Context: an optimization exercise on an open-source flow, tuned for a short achievable clock period and few clock cycles. The choices shown serve that exercise and are no tape-out recipe. In this exercise RTL edits were held to simulation tests only and were not proved equivalent to the original.

==> inputs of job 6303 <==
==> flow/design.v <==
module huf_decoder (
    input  wire        clk,
    input  wire        rst,
    input  wire        start,
    input  wire [31:0] nbits,
    output wire        busy,
    input  wire        len_valid,
    input  wire [7:0]  len_data,
    output wire        len_ready,
    input  wire        bs_valid,
    input  wire [7:0]  bs_data,
    output wire        bs_ready,
    output reg         sym_valid,
    output reg  [7:0]  sym_data,
    input  wire        sym_ready,
    output reg         done,
    output reg  [3:0]  cause,
    output reg  [31:0] errinfo,
    output reg  [31:0] res0,
    output reg  [31:0] res1
);
    localparam [3:0] C_OK        = 4'd0,
                     C_INVALID   = 4'd2,
                     C_OVERFLOW  = 4'd3,
                     C_TRUNCATED = 4'd4;
    localparam integer FDEPTH = 4;     
    localparam integer QCRED  = 6;     
    integer i;
    genvar  g, h;
    reg        busy_r;
    reg        start_q;        
    reg [31:0] nbits_q;
    reg        nbits_nz;
    reg        len_ready_r;
    reg        bs_ready_r;
    reg [7:0]  len_taken;
    reg        fin_r;          
    reg        run_r;          
    assign busy      = busy_r;
    assign len_ready = len_ready_r;
    assign bs_ready  = bs_ready_r;
    wire take_start = start & ~busy_r;
    wire len_take   = len_valid & len_ready_r;
    wire bs_take    = bs_valid & bs_ready_r;
    reg [7:0]  lreg;
    reg        lv;
    reg [7:0]  sidx;
    reg        ovf;
    reg [7:0]  ovf_sym;
    reg        chk;            
    wire [40:0] lim   [0:32];
    reg [7:0]  cnt_le [1:32];
    reg [7:0]  pB;
    reg [7:0]  symB;
    reg        insB;
    reg [7:0]  order  [0:255];
    wire [5:0]  La     = lreg[5:0];
    wire        la_ok  = lv && (lreg != 8'd0) && (lreg <= 8'd32);
    wire        la_ovf = lv && (lreg > 8'd32);
    reg [32:1] mA;             
    reg [32:1] eA;             
    reg [7:0]  sA;
    reg        okA;
    reg        lastA;
    reg  [7:0]  p_sel;
    always @(*) begin
        p_sel = 8'd0;
        for (i = 1; i <= 32; i = i + 1)
            if (eA[i]) p_sel = p_sel | cnt_le[i];
    end
    always @(posedge clk) begin
        lreg <= len_data;
        if (rst) begin
            lv    <= 1'b0;
            okA   <= 1'b0;
            lastA <= 1'b0;
            insB  <= 1'b0;
            chk   <= 1'b0;
        end else begin
            lv    <= len_take;
            okA   <= la_ok && !start_q;
            lastA <= lv && (sidx == 8'd255) && !start_q;
            insB  <= okA && !start_q;
            chk   <= lastA && !start_q;
        end
        for (i = 1; i <= 32; i = i + 1) begin
            mA[i] <= (i[5:0] >= La);
            eA[i] <= (i[5:0] == La);
        end
        sA   <= sidx;
        pB   <= p_sel;
        symB <= sA;
        if (start_q) begin
            sidx    <= 8'd0;
            ovf     <= 1'b0;
            ovf_sym <= 8'd0;
        end else if (lv) begin
            sidx <= sidx + 8'd1;
            if (la_ovf && !ovf) begin
                ovf     <= 1'b1;
                ovf_sym <= sidx;
            end
        end
        if (start_q) begin
            for (i = 1; i <= 32; i = i + 1)
                cnt_le[i] <= 8'd0;
        end else if (okA) begin
            for (i = 1; i <= 32; i = i + 1)
                if (mA[i])
                    cnt_le[i] <= cnt_le[i] + 8'd1;
        end
    end
    assign lim[0] = 41'd0;
    generate
        for (g = 1; g <= 32; g = g + 1) begin : g_lim
            localparam integer LW = (g == 32) ? 41 : g + 1;
            reg  [LW-1:0] v;
            wire [LW-1:0] inc;
            for (h = 0; h < LW; h = h + 1) begin : g_inc
                if (h < g) begin : g_b
                    assign inc[h] = eA[g-h];
                end else begin : g_z
                    assign inc[h] = 1'b0;
                end
            end
            always @(posedge clk) begin
                if (start_q)
                    v <= {LW{1'b0}};
                else if (okA && mA[g])
                    v <= v + inc;
            end
            assign lim[g] = v;
        end
    endgenerate
    always @(posedge clk) begin
        if (insB) begin
            for (i = 1; i <= 255; i = i + 1)
                if (i[7:0] > pB) order[i] <= order[i-1];
            for (i = 0; i <= 255; i = i + 1)
                if (i[7:0] == pB) order[i] <= symB;
        end
    end
    wire kbad   = (lim[32][40:33] != 8'd0) || (lim[32][32] && (lim[32][31:0] != 32'd0));
    wire chk_go = chk && !ovf && !kbad && nbits_nz;
    reg [29:0] bytes_left;
    reg [7:0]  bsreg;
    reg        bsv;
    reg        blast;
    reg [31:0] asm_w;
    reg [1:0]  asm_c;
    reg [31:0] fifo [0:FDEPTH-1];
    reg [1:0]  f_wp, f_rp;
    reg [4:0]  f_cnt;
    wire bl_ge2 = (bytes_left[29:1] != 29'd0);
    wire bl_eq1 = (bytes_left == 30'd1);
    wire stream_end = (bytes_left == 30'd0) && !bsv && (asm_c == 2'd0);
    wire [31:0] asm_full = asm_w | ({bsreg, 24'd0} >> {asm_c, 3'b000});
    wire        f_push   = bsv && (asm_c == 2'd3 || blast);
    reg [95:0] A;
    reg [6:0]  n;              
    reg [3:0]  credits_used;   
    reg        cred_ok;        
    reg        n_ge32;         
    reg        n_le64;         
    wire        f_nempty = (f_cnt != 5'd0);
    reg         se_r;          
    wire        app      = busy_r && !start_q && n_le64 && (f_nempty || se_r);
    wire [31:0] word     = f_nempty ? fifo[f_rp] : 32'd0;
    wire [95:0] A_pre    = A | (app ? ({word, 64'd0} >> n) : 96'd0);
    wire        fire     = (run_r || chk_go) && !fin_r && n_ge32 && cred_ok;
    wire [31:0] W = A[95:64];
    wire [32:0] lt;
    assign lt[0] = 1'b0;
    generate
        for (g = 1; g <= 32; g = g + 1) begin : g_cmp
            assign lt[g] = ({1'b0, W[31:32-g]} < lim[g][g:0]);
        end
    endgenerate
    wire [32:1] oh = lt[32:1] & ~lt[31:0];
    wire        nomatch = ~lt[32];
    reg [5:0] Lbin;
    always @(*) begin
        Lbin = 6'd0;
        for (i = 1; i <= 32; i = i + 1)
            if (oh[i]) Lbin = Lbin | i[5:0];
    end
    reg [7:0] wsl;             
    always @(*) begin
        wsl = 8'd0;
        for (i = 1; i <= 32; i = i + 1)
            if (oh[i]) wsl = wsl | ((({8'd0, W}) >> (32 - i)) & 40'hff);
    end
    wire [32:1] ohf = oh & {32{fire}};
    reg  [95:0] A_nx;
    always @(*) begin
        for (i = 0; i <= 95; i = i + 1) begin
            A_nx[i] = !fire & A_pre[i];
        end
        for (i = 1; i <= 32; i = i + 1)
            A_nx = A_nx | ({96{ohf[i]}} & (A_pre << i));
    end
    reg  [6:0] n_nx;
    reg        ge32_nx, le64_nx;
    reg  [6:0] nc, nca, ncb;
    always @(*) begin
        nc      = app ? n + 7'd32 : n;
        n_nx    = fire ? 7'd0 : nc;
        ge32_nx = fire ? 1'b0 : (nc >= 7'd32);
        le64_nx = fire ? 1'b0 : (nc <= 7'd64);
        for (i = 1; i <= 32; i = i + 1) begin
            nca     = n + 7'd32 - i[6:0];
            ncb     = n - i[6:0];
            nc      = app ? nca : ncb;
            n_nx    = n_nx | ({7{ohf[i]}} & nc);
            ge32_nx = ge32_nx | (ohf[i] & (app ? (nca >= 7'd32) : (ncb >= 7'd32)));
            le64_nx = le64_nx | (ohf[i] & (app ? (nca <= 7'd64) : (ncb <= 7'd64)));
        end
    end
    reg        dv;
    reg [32:1] doh;
    reg [5:0]  dL;
    reg [7:0]  dwsl;
    reg        dnm;
    reg [31:0] rem;            
    wire e_act   = dv && !fin_r;
    wire e_short = (rem[31:6] == 26'd0) && (dL > rem[5:0]);
    wire e_trunc = dnm || e_short;
    wire e_last  = (rem[31:6] == 26'd0) && (dL == rem[5:0]);
    wire e_sym   = e_act && !e_trunc;
    reg [7:0] e_cnt, e_fc;
    always @(*) begin
        e_cnt = 8'd0;
        e_fc  = 8'd0;
        for (i = 2; i <= 32; i = i + 1)
            if (doh[i]) begin
                e_cnt = e_cnt | cnt_le[i-1];
                e_fc  = e_fc | {lim[i-1][6:0], 1'b0};
            end
    end
    reg       eq_v;
    reg       rs_trunc, rs_last;
    reg [7:0] eq_idx;
    wire [7:0] f_sym = order[eq_idx];
    reg  [7:0] oq [0:7];
    reg  [2:0] oq_wp, oq_rp;
    reg  [3:0] oq_cnt;
    wire pop      = sym_valid && sym_ready;
    wire out_free = !sym_valid || sym_ready;
    wire oq_pop   = out_free && (oq_cnt != 4'd0);
    wire oq_push  = eq_v && !(out_free && oq_cnt == 4'd0);
    wire done_nx  = fin_r && !eq_v && (oq_cnt == 4'd0) && out_free;
    wire e_drop   = dv && !e_sym;
    wire [3:0] cred_nx = credits_used + {3'd0, fire} - {3'd0, e_drop} - {3'd0, pop};
    always @(posedge clk) begin
        nbits_q <= busy_r ? nbits_q : nbits;
        bsreg   <= bs_data;
        if (rst) begin
            busy_r      <= 1'b0;
            start_q     <= 1'b0;
            len_ready_r <= 1'b0;
            bs_ready_r  <= 1'b0;
            fin_r       <= 1'b0;
            run_r       <= 1'b0;
            done        <= 1'b0;
            bsv         <= 1'b0;
            dv          <= 1'b0;
            eq_v        <= 1'b0;
            sym_valid   <= 1'b0;
            oq_cnt      <= 4'd0;
            oq_wp       <= 3'd0;
            oq_rp       <= 3'd0;
            credits_used <= 4'd0;
            cred_ok      <= 1'b1;
        end else begin
            start_q <= take_start;
            done    <= done_nx;
            if (take_start)
                busy_r <= 1'b1;
            else if (done_nx)
                busy_r <= 1'b0;
            if (take_start) begin
                len_ready_r <= 1'b1;
                len_taken   <= 8'd0;
            end else if (len_take) begin
                len_taken <= len_taken + 8'd1;
                if (len_taken == 8'd255)
                    len_ready_r <= 1'b0;
            end
            bsv   <= bs_take;
            blast <= bl_eq1;
            if (start_q) begin
                bytes_left <= ({1'b0, nbits_q} + 33'd7) >> 3;
                bs_ready_r <= (nbits_q != 32'd0);
            end else begin
                if (bs_take)
                    bytes_left <= bytes_left - 30'd1;
                bs_ready_r <= busy_r && !fin_r && !done_nx && (f_cnt <= 5'd1) &&
                              (bl_ge2 || (bl_eq1 && !bs_take));
            end
            if (start_q) begin
                fin_r <= 1'b0;
                run_r <= 1'b0;
            end else if (done_nx) begin
                fin_r <= 1'b0;
                run_r <= 1'b0;
            end else if (chk) begin
                if (ovf || kbad || !nbits_nz)
                    fin_r <= 1'b1;
                else
                    run_r <= 1'b1;
            end else if (e_act && (e_trunc || e_last)) begin
                fin_r <= 1'b1;
                run_r <= 1'b0;
            end
            dv   <= fire;
            eq_v <= e_sym;
            if (start_q)
                credits_used <= 4'd0;
            else
                credits_used <= cred_nx;
            cred_ok <= start_q || (cred_nx < QCRED);
            if (out_free) begin
                if (oq_cnt != 4'd0)
                    sym_valid <= 1'b1;
                else
                    sym_valid <= eq_v;
            end
            if (oq_push) oq_wp <= oq_wp + 3'd1;
            if (oq_pop)  oq_rp <= oq_rp + 3'd1;
            oq_cnt <= oq_cnt + {3'd0, oq_push} - {3'd0, oq_pop};
        end
        nbits_nz <= (nbits_q != 32'd0);
        if (out_free) begin
            if (oq_cnt != 4'd0)
                sym_data <= oq[oq_rp];
            else if (eq_v)
                sym_data <= f_sym;
        end
        if (oq_push)
            oq[oq_wp] <= f_sym;
        if (start_q) begin
            asm_w <= 32'd0;
            asm_c <= 2'd0;
            f_wp  <= 2'd0;
            f_rp  <= 2'd0;
            f_cnt <= 5'd0;
        end else begin
            if (bsv) begin
                if (f_push) begin
                    asm_w <= 32'd0;
                    asm_c <= 2'd0;
                end else begin
                    asm_w <= asm_full;
                    asm_c <= asm_c + 2'd1;
                end
            end
            if (f_push) begin
                fifo[f_wp] <= asm_full;
                f_wp <= f_wp + 2'd1;
            end
            if (app && f_nempty)
                f_rp <= f_rp + 2'd1;
            f_cnt <= f_cnt + {4'd0, f_push} - {4'd0, app && f_nempty};
        end
        if (start_q) begin
            A      <= 96'd0;
            se_r   <= 1'b0;
            n      <= 7'd0;
            n_ge32 <= 1'b0;
            n_le64 <= 1'b1;
        end else begin
            A      <= A_nx;
            se_r   <= stream_end;
            n      <= n_nx;
            n_ge32 <= ge32_nx;
            n_le64 <= le64_nx;
        end
        doh <= oh;
        dL  <= Lbin;
        dwsl <= wsl;
        dnm <= nomatch;
        eq_idx <= e_cnt - e_fc + dwsl;
        if (start_q) begin
            rem  <= nbits_q;
            res1 <= 32'd0;
            res0 <= 32'd0;
        end else if (e_sym) begin
            rem  <= rem - {26'd0, dL};
            res1 <= res1 + {26'd0, dL};
            res0 <= res0 + 32'd1;
        end
        rs_trunc <= e_act && e_trunc;
        rs_last  <= e_act && !e_trunc && e_last;
        if (chk) begin
            if (ovf) begin
                cause   <= C_OVERFLOW;
                errinfo <= {24'd0, ovf_sym};
            end else if (kbad) begin
                cause   <= C_INVALID;
                errinfo <= 32'd8;
            end else begin
                cause   <= C_OK;
                errinfo <= 32'd0;
            end
        end else if (rs_trunc) begin
            cause   <= C_TRUNCATED;
            errinfo <= res1;
        end else if (rs_last) begin
            cause   <= C_OK;
            errinfo <= 32'd0;
        end
    end
endmodule
==> flow/run.sh <==
#!/bin/bash
# synth_recipe.tcl (not shown) runs the flow's synth.tcl, then flattens the netlist and writes it again
# the make line also repeats each setting of config.mk as NAME=value (left out here)
make -C /OpenROAD-flow-scripts/flow DESIGN_CONFIG=/design/flow/config.mk WORK_HOME=/design/flow/orfs CLKGATE_MAP_FILE= SYNTH_SCRIPT=/design/flow/synth_recipe.tcl finish
==> flow/config.mk <==
export PLATFORM = sky130hd
export DESIGN_NAME = huf_decoder
export DESIGN_NICKNAME = huf_decoder
export VERILOG_FILES = /design/flow/design.v
export SDC_FILE = /design/flow/constraint.sdc
export NUM_CORES = 4
export LEC_CHECK = 0
export CAP_MARGIN = 20
export CORE_MARGIN = 2
export CORE_UTILIZATION = 40
export PLACE_DENSITY = 0.6
export SLEW_MARGIN = 20
==> flow/constraint.sdc <==
create_clock -name core_clock -period 11.0 [get_ports {clk}]
set_input_delay 2.2000 -clock core_clock [delete_from_list [all_inputs] [get_ports {clk}]]
set_output_delay 2.2000 -clock core_clock [all_outputs]
set_load 0.01 [all_outputs]
==> job 2071: changes against job 6303 <==
--- a/flow/design.v
+++ b/flow/design.v
@@ -25,5 +25,5 @@
                      C_TRUNCATED = 4'd4;
     localparam integer FDEPTH = 4;     
-    localparam integer QCRED  = 6;     
+    localparam integer QCRED  = 7;     
     integer i;
     genvar  g, h;
@@ -50,4 +50,5 @@
     reg        chk;            
     wire [40:0] lim   [0:32];
+    wire        kbad;          
     reg [7:0]  cnt_le [1:32];
     reg [7:0]  pB;
@@ -63,4 +64,6 @@
     reg        okA;
     reg        lastA;
+    reg [5:0]  lA;             
+    reg [5:0]  lmax;           
     reg  [7:0]  p_sel;
     always @(*) begin
@@ -89,4 +92,5 @@
         end
         sA   <= sidx;
+        lA   <= La;
         pB   <= p_sel;
         symB <= sA;
@@ -103,7 +107,10 @@
         end
         if (start_q) begin
+            lmax <= 6'd0;
             for (i = 1; i <= 32; i = i + 1)
                 cnt_le[i] <= 8'd0;
         end else if (okA) begin
+            if (lA > lmax)
+                lmax <= lA;
             for (i = 1; i <= 32; i = i + 1)
                 if (mA[i])
@@ -131,4 +138,15 @@
             end
             assign lim[g] = v;
+            if (g == 32) begin : g_kraft
+                wire [LW-1:0] vn = v + inc;
+                reg           bad;
+                always @(posedge clk) begin
+                    if (start_q)
+                        bad <= 1'b0;
+                    else if (okA)
+                        bad <= (vn[40:33] != 8'd0) || (vn[32] && (vn[31:0] != 32'd0));
+                end
+                assign kbad = bad;
+            end
         end
     endgenerate
@@ -141,5 +159,4 @@
         end
     end
-    wire kbad   = (lim[32][40:33] != 8'd0) || (lim[32][32] && (lim[32][31:0] != 32'd0));
     wire chk_go = chk && !ovf && !kbad && nbits_nz;
     reg [29:0] bytes_left;
@@ -157,17 +174,18 @@
     wire [31:0] asm_full = asm_w | ({bsreg, 24'd0} >> {asm_c, 3'b000});
     wire        f_push   = bsv && (asm_c == 2'd3 || blast);
-    reg [95:0] A;
+    reg [63:0] A;
     reg [6:0]  n;              
     reg [3:0]  credits_used;   
     reg        cred_ok;        
-    reg        n_ge32;         
-    reg        n_le64;         
+    reg        n_ge;           
+    reg        n_le32;         
+    wire [6:0]  thr      = run_r ? {1'b0, lmax} : 7'd32;
     wire        f_nempty = (f_cnt != 5'd0);
     reg         se_r;          
-    wire        app      = busy_r && !start_q && n_le64 && (f_nempty || se_r);
+    wire        app      = busy_r && !start_q && n_le32 && (f_nempty || se_r);
     wire [31:0] word     = f_nempty ? fifo[f_rp] : 32'd0;
-    wire [95:0] A_pre    = A | (app ? ({word, 64'd0} >> n) : 96'd0);
-    wire        fire     = (run_r || chk_go) && !fin_r && n_ge32 && cred_ok;
-    wire [31:0] W = A[95:64];
+    wire [63:0] A_pre    = A | (app ? ({word, 32'd0} >> n) : 64'd0);
+    wire        fire     = (run_r || chk_go) && !fin_r && n_ge && cred_ok;
+    wire [31:0] W = A[63:32];
     wire [32:0] lt;
     assign lt[0] = 1'b0;
@@ -192,20 +210,20 @@
     end
     wire [32:1] ohf = oh & {32{fire}};
-    reg  [95:0] A_nx;
+    reg  [63:0] A_nx;
     always @(*) begin
-        for (i = 0; i <= 95; i = i + 1) begin
+        for (i = 0; i <= 63; i = i + 1) begin
             A_nx[i] = !fire & A_pre[i];
         end
         for (i = 1; i <= 32; i = i + 1)
-            A_nx = A_nx | ({96{ohf[i]}} & (A_pre << i));
+            A_nx = A_nx | ({64{ohf[i]}} & (A_pre << i));
     end
     reg  [6:0] n_nx;
-    reg        ge32_nx, le64_nx;
+    reg        ge_nx, le32_nx;
     reg  [6:0] nc, nca, ncb;
     always @(*) begin
         nc      = app ? n + 7'd32 : n;
         n_nx    = fire ? 7'd0 : nc;
-        ge32_nx = fire ? 1'b0 : (nc >= 7'd32);
-        le64_nx = fire ? 1'b0 : (nc <= 7'd64);
+        ge_nx   = fire ? 1'b0 : (nc >= thr);
+        le32_nx = fire ? 1'b0 : (nc <= 7'd32);
         for (i = 1; i <= 32; i = i + 1) begin
             nca     = n + 7'd32 - i[6:0];
@@ -213,6 +231,6 @@
             nc      = app ? nca : ncb;
             n_nx    = n_nx | ({7{ohf[i]}} & nc);
-            ge32_nx = ge32_nx | (ohf[i] & (app ? (nca >= 7'd32) : (ncb >= 7'd32)));
-            le64_nx = le64_nx | (ohf[i] & (app ? (nca <= 7'd64) : (ncb <= 7'd64)));
+            ge_nx   = ge_nx | (ohf[i] & (app ? (nca >= thr) : (ncb >= thr)));
+            le32_nx = le32_nx | (ohf[i] & (app ? (nca <= 7'd32) : (ncb <= 7'd32)));
         end
     end
@@ -241,5 +259,13 @@
     reg       rs_trunc, rs_last;
     reg [7:0] eq_idx;
-    wire [7:0] f_sym = order[eq_idx];
+    reg [7:0] f1 [0:15];
+    reg [3:0] f1_hi;
+    reg       fv;
+    always @(posedge clk) begin
+        for (i = 0; i < 16; i = i + 1)
+            f1[i] <= order[{i[3:0], eq_idx[3:0]}];
+        f1_hi <= eq_idx[7:4];
+    end
+    wire [7:0] f_sym = f1[f1_hi];
     reg  [7:0] oq [0:7];
     reg  [2:0] oq_wp, oq_rp;
@@ -247,9 +273,16 @@
     wire pop      = sym_valid && sym_ready;
     wire out_free = !sym_valid || sym_ready;
-    wire oq_pop   = out_free && (oq_cnt != 4'd0);
-    wire oq_push  = eq_v && !(out_free && oq_cnt == 4'd0);
-    wire done_nx  = fin_r && !eq_v && (oq_cnt == 4'd0) && out_free;
+    wire oq_ne    = (oq_cnt != 4'd0);
+    wire [3:0] oq_cnt_f = oq_ne ? oq_cnt + {3'd0, fv} - 4'd1 : 4'd0;
+    wire [3:0] oq_cnt_h = oq_cnt + {3'd0, fv};
+    wire [2:0] oq_wp_f  = oq_wp + {2'd0, fv && oq_ne};
+    wire [2:0] oq_wp_h  = oq_wp + {2'd0, fv};
+    wire [2:0] oq_rp_f  = oq_rp + {2'd0, oq_ne};
+    wire done_nx  = fin_r && !eq_v && !fv && (oq_cnt == 4'd0) && out_free;
     wire e_drop   = dv && !e_sym;
-    wire [3:0] cred_nx = credits_used + {3'd0, fire} - {3'd0, e_drop} - {3'd0, pop};
+    wire [3:0] cred_0  = credits_used + {3'd0, fire} - {3'd0, e_drop};
+    wire [3:0] cred_1  = cred_0 - 4'd1;
+    wire [3:0] cred_nx = pop ? cred_1 : cred_0;
+    wire       cred_ok_nx = pop ? (cred_1 < QCRED) : (cred_0 < QCRED);
     always @(posedge clk) begin
         nbits_q <= busy_r ? nbits_q : nbits;
@@ -266,4 +299,5 @@
             dv          <= 1'b0;
             eq_v        <= 1'b0;
+            fv          <= 1'b0;
             sym_valid   <= 1'b0;
             oq_cnt      <= 4'd0;
@@ -315,27 +349,24 @@
             dv   <= fire;
             eq_v <= e_sym;
+            fv   <= eq_v;
             if (start_q)
                 credits_used <= 4'd0;
             else
                 credits_used <= cred_nx;
-            cred_ok <= start_q || (cred_nx < QCRED);
+            cred_ok <= start_q || cred_ok_nx;
             if (out_free) begin
-                if (oq_cnt != 4'd0)
-                    sym_valid <= 1'b1;
-                else
-                    sym_valid <= eq_v;
+                sym_valid <= oq_ne || fv;
+                oq_cnt    <= oq_cnt_f;
+                oq_wp     <= oq_wp_f;
+                oq_rp     <= oq_rp_f;
+            end else begin
+                oq_cnt    <= oq_cnt_h;
+                oq_wp     <= oq_wp_h;
             end
-            if (oq_push) oq_wp <= oq_wp + 3'd1;
-            if (oq_pop)  oq_rp <= oq_rp + 3'd1;
-            oq_cnt <= oq_cnt + {3'd0, oq_push} - {3'd0, oq_pop};
         end
         nbits_nz <= (nbits_q != 32'd0);
-        if (out_free) begin
-            if (oq_cnt != 4'd0)
-                sym_data <= oq[oq_rp];
-            else if (eq_v)
-                sym_data <= f_sym;
-        end
-        if (oq_push)
+        if (out_free)
+            sym_data <= oq_ne ? oq[oq_rp] : f_sym;
+        if (fv)
             oq[oq_wp] <= f_sym;
         if (start_q) begin
@@ -364,15 +395,15 @@
         end
         if (start_q) begin
-            A      <= 96'd0;
+            A      <= 64'd0;
             se_r   <= 1'b0;
             n      <= 7'd0;
-            n_ge32 <= 1'b0;
-            n_le64 <= 1'b1;
+            n_ge   <= 1'b0;
+            n_le32 <= 1'b1;
         end else begin
             A      <= A_nx;
             se_r   <= stream_end;
             n      <= n_nx;
-            n_ge32 <= ge32_nx;
-            n_le64 <= le64_nx;
+            n_ge   <= ge_nx;
+            n_le32 <= le32_nx;
         end
         doh <= oh;
==> flow/flow/run.sh (new file) <==
#!/bin/bash
# The standard layout (standard.sh: ORFS from the standard synthesis to
# the routed layout, at the design's clock period and constraints), with
# ORFS's timing repair asked to leave 7 ns of setup slack, so that it keeps
# shortening the critical paths well below the 11 ns constraint.
# The whole output of the run goes to standard.log; ORFS's per-step logs are
# under orfs/logs/.
set -euo pipefail
export SETUP_SLACK_MARGIN=7
bash standard.sh > standard.log 2>&1
==> flow/standard.sh (new file) <==
#!/bin/bash
# synth_recipe.tcl (not shown) runs the flow's synth.tcl, then flattens the netlist and writes it again
# the make line also repeats each setting of config.mk as NAME=value (left out here)
make -C /OpenROAD-flow-scripts/flow DESIGN_CONFIG=/design/flow/config.mk WORK_HOME=/design/flow/orfs CLKGATE_MAP_FILE= SYNTH_SCRIPT=/design/flow/synth_recipe.tcl "${@:-finish}"
Settings changed: CORE_UTILIZATION 40 to 30, GPL_ROUTABILITY_DRIVEN set to 1, PLACE_DENSITY 0.6 to 0.42, TNS_END_PERCENT set to 20.
removed: flow/run.sh
==> flow_summary.toml <==
[status]
status = "stopped before the end"
stop_stage = "global routing"
run.stop_error = "[ERROR GRT-0116] Global routing finished with congestion. Check the congestion regions in the DRC Viewer."

[global_route]
gr-usage-met3_pct = 55.9
grt_overflow_total = 12

[die]
fp-row-count = 276

[synth]
synthesized_area_fraction_occupied_by_and_or_nand_nor_cells_pct = 13.0
synth.yosys.seq_area_share_pct = 42.7
yosysUniqueCellTypes = 100
That was job 6303.
==> flow_summary.toml <==
[status]
status = "stopped before the end"
stop_stage = "global routing"
run.stop_error = "[ERROR GRT-0232] Routing congestion too high. Check the congestion heatmap in the GUI."

[die]
die_w_um = 871
fp-row-count = 318

[global_route]
grt_overflow_total = 5
gr-usage-met3_pct = 8.29

[synth]
ys_ff_latch = 3751
synth_top_area_share_pct = 31.8
netlist_top_cells_area = "edfxtp_1 32%, dfxtp_1 12%, mux2_2 10%"
synthesized_area_fraction_occupied_by_and_or_nand_nor_cells_pct = 12.1
yosysUniqueCellTypes = 106
synth.yosys.seq_area_share_pct = 43.9

[place]
detailedPlace.worstSlack_ns = 4.82
cells_after_dpl = 31600

[cts]
cts-resized-gates = 1224
post-cts-setup-buffer-count = 375
That was job 2071.
Testbench counts of job 6303, summed over its fixed seeds: cycles 33,903.
Testbench counts of job 2071, summed over its fixed seeds: cycles 33,952.
